From an optimization exercise on the open Yosys and OpenROAD flow, aimed at small area, a short achievable clock period and few clock cycles; shortcuts taken in it are not production practice.
In this exercise RTL edits were held to simulation tests only and were not proved equivalent to the original.
Power figures rest on the tool's default switching activity, not on a simulated workload.

==> flow/design.v (excerpt) <==
module mmu_pagewalker (
    input  wire        clk,
    input  wire        rst,
    input  wire        req_valid,
    output reg         req_ready,
    input  wire [1:0]  req_cmd,
    input  wire [15:0] req_wdata,
    input  wire [31:0] req_va,
    input  wire        req_user,
    input  wire        req_write,
    input  wire        req_fetch,
    input  wire        req_suppress,
    input  wire [3:0]  req_atype,
    output reg         rsp_valid,
    output reg  [1:0]  rsp_kind,
    output reg  [31:0] rsp_data,
    output reg         mem_valid,
    output reg         mem_we,
    output reg  [31:0] mem_addr,
    output wire [15:0] mem_wdata,
    input  wire        mem_ready,
    input  wire [31:0] mem_rdata
);
For scale: about 1700 cells after synthesis.
export LEC_CHECK = 0
export CAP_MARGIN = 20
export CORE_MARGIN = 2
export CORE_UTILIZATION = 55
export CTS_BUF_LIST = sky130_fd_sc_hd__clkbuf_8
export PLACE_DENSITY = 0.6
export SETUP_SLACK_MARGIN = 5
export SLEW_MARGIN = 20
export TNS_END_PERCENT = 0
create_clock -name core_clock -period 7.0 [get_ports {clk}]
standard.sh (not shown) runs the stock make flow with config.mk's settings and CLKGATE_MAP_FILE= SYNTH_SCRIPT=/design/flow/synth_recipe.tcl, a recipe that flattens the netlist after the stock synthesis.
==> flow/flow/run.sh <==
#!/bin/bash
# The standard layout (standard.sh, all steps), except that the ports are
# buffered with plain buf_2 cells instead of the delay cells buffer_ports picks
# by default. Make's full output goes to std_flow.log in this folder; the
# tools' own logs are under orfs/logs/.
set -euo pipefail
export BUFFER_PORTS_ARGS="-buffer_cell sky130_fd_sc_hd__buf_2"
bash standard.sh > std_flow.log 2>&1
Testbench counts at the start, summed over its fixed seeds: cycles 43,154.
Change:
==> flow/run.sh (new file) <==
#!/bin/bash
# synth_recipe.tcl (not shown) runs the flow's synth.tcl, then flattens the netlist and writes it again
# the make line also repeats each setting of config.mk as NAME=value (left out here)
make -C /OpenROAD-flow-scripts/flow DESIGN_CONFIG=/design/flow/config.mk WORK_HOME=/design/flow/orfs CLKGATE_MAP_FILE= SYNTH_SCRIPT=/design/flow/synth_recipe.tcl finish
removed: flow/flow/run.sh
removed: flow/standard.sh
After rerunning: Sequential share of layout area shrinks by 3.2 points; core utilization is higher by 4.4 points; via count goes up by 4.6%; flip-flop and latch count is unchanged; wire length grows by 9.0%.

mmu_pagewalker again, from the RTL that the note above started with.
==> flow/config.mk <==
export PLATFORM = sky130hd
export DESIGN_NAME = mmu_pagewalker
export DESIGN_NICKNAME = mmu_pagewalker
export VERILOG_FILES = /design/flow/design.v
export SDC_FILE = /design/flow/constraint.sdc
export NUM_CORES = 4
export LEC_CHECK = 0
export CAP_MARGIN = 20
export CORE_MARGIN = 2
export CORE_UTILIZATION = 65
export CTS_CLUSTER_DIAMETER = 150
export CTS_CLUSTER_SIZE = 25
export PLACE_DENSITY = 0.65
export SETUP_SLACK_MARGIN = 5
export SLEW_MARGIN = 20
export TNS_END_PERCENT = 0
==> flow/constraint.sdc <==
create_clock -name core_clock -period 7.0 [get_ports {clk}]
set_input_delay 1.4000 -clock core_clock [delete_from_list [all_inputs] [get_ports {clk}]]
set_output_delay 1.4000 -clock core_clock [all_outputs]
set_load 0.01 [all_outputs]
==> flow/flow/run.sh <==
#!/bin/bash
# The standard layout (standard.sh, all steps), except that the ports are
# buffered with plain buf_2 cells instead of the delay cells buffer_ports picks
# by default. Make's full output goes to std_flow.log in this folder; the
# tools' own logs are under orfs/logs/.
set -euo pipefail
export BUFFER_PORTS_ARGS="-buffer_cell sky130_fd_sc_hd__buf_2"
bash standard.sh > std_flow.log 2>&1
The starting point went through all stages and came out clean.
Testbench counts at the start, summed over its fixed seeds: cycles 43,154.
==> next run, changes <==
- CTS_CLUSTER_DIAMETER: 150 -> 120
- CTS_CLUSTER_SIZE: 25 -> 20
Result: The new run finished clean. Count of clock-buffer cells in the layout rose by 8. Core utilization stays flat. Design area barely changes. Power rises by 2.9%. Flip-flop and latch count is unchanged. Cell count barely changes.

==> static timing again, ports no longer ideal <==
The results above use ideal ports. As a check the final layouts listed here were re-extracted and re-timed, cells and wires unchanged.
Step 1, drivers: a clkbuf_16 drives clk and a buf_2 each remaining input, both assumed.
Step 2, shift: input delay + t, output delay - t, t = (earliest + latest rising clock arrival at the registers) / 2. This alone moves slack from input paths to output paths.
a / b / c = ideal / step 1 / step 2; a / b = the first two.
| run | t, ns | setup WS [ns] | worst data-port slew with drivers (ns) |
|---|---|---|---|
| the first run of note 1 | 0.660 | 4.321 / 4.268 / 3.708 | 0.08 |
| the second run of note 1 | 0.665 | 4.281 / 4.261 / 3.643 | 0.06 |
| the first run of note 2 | 0.595 | 4.396 / 4.363 / 3.804 | 0.08 |
| the second run of note 2 | 0.603 | 4.368 / 4.352 / 3.800 | 0.07 |
After both steps every run listed still meets setup and hold. The setup slack of the second run of note 1, which loses most, moves by -0.020 ns with the drivers and by -0.638 ns with both steps.
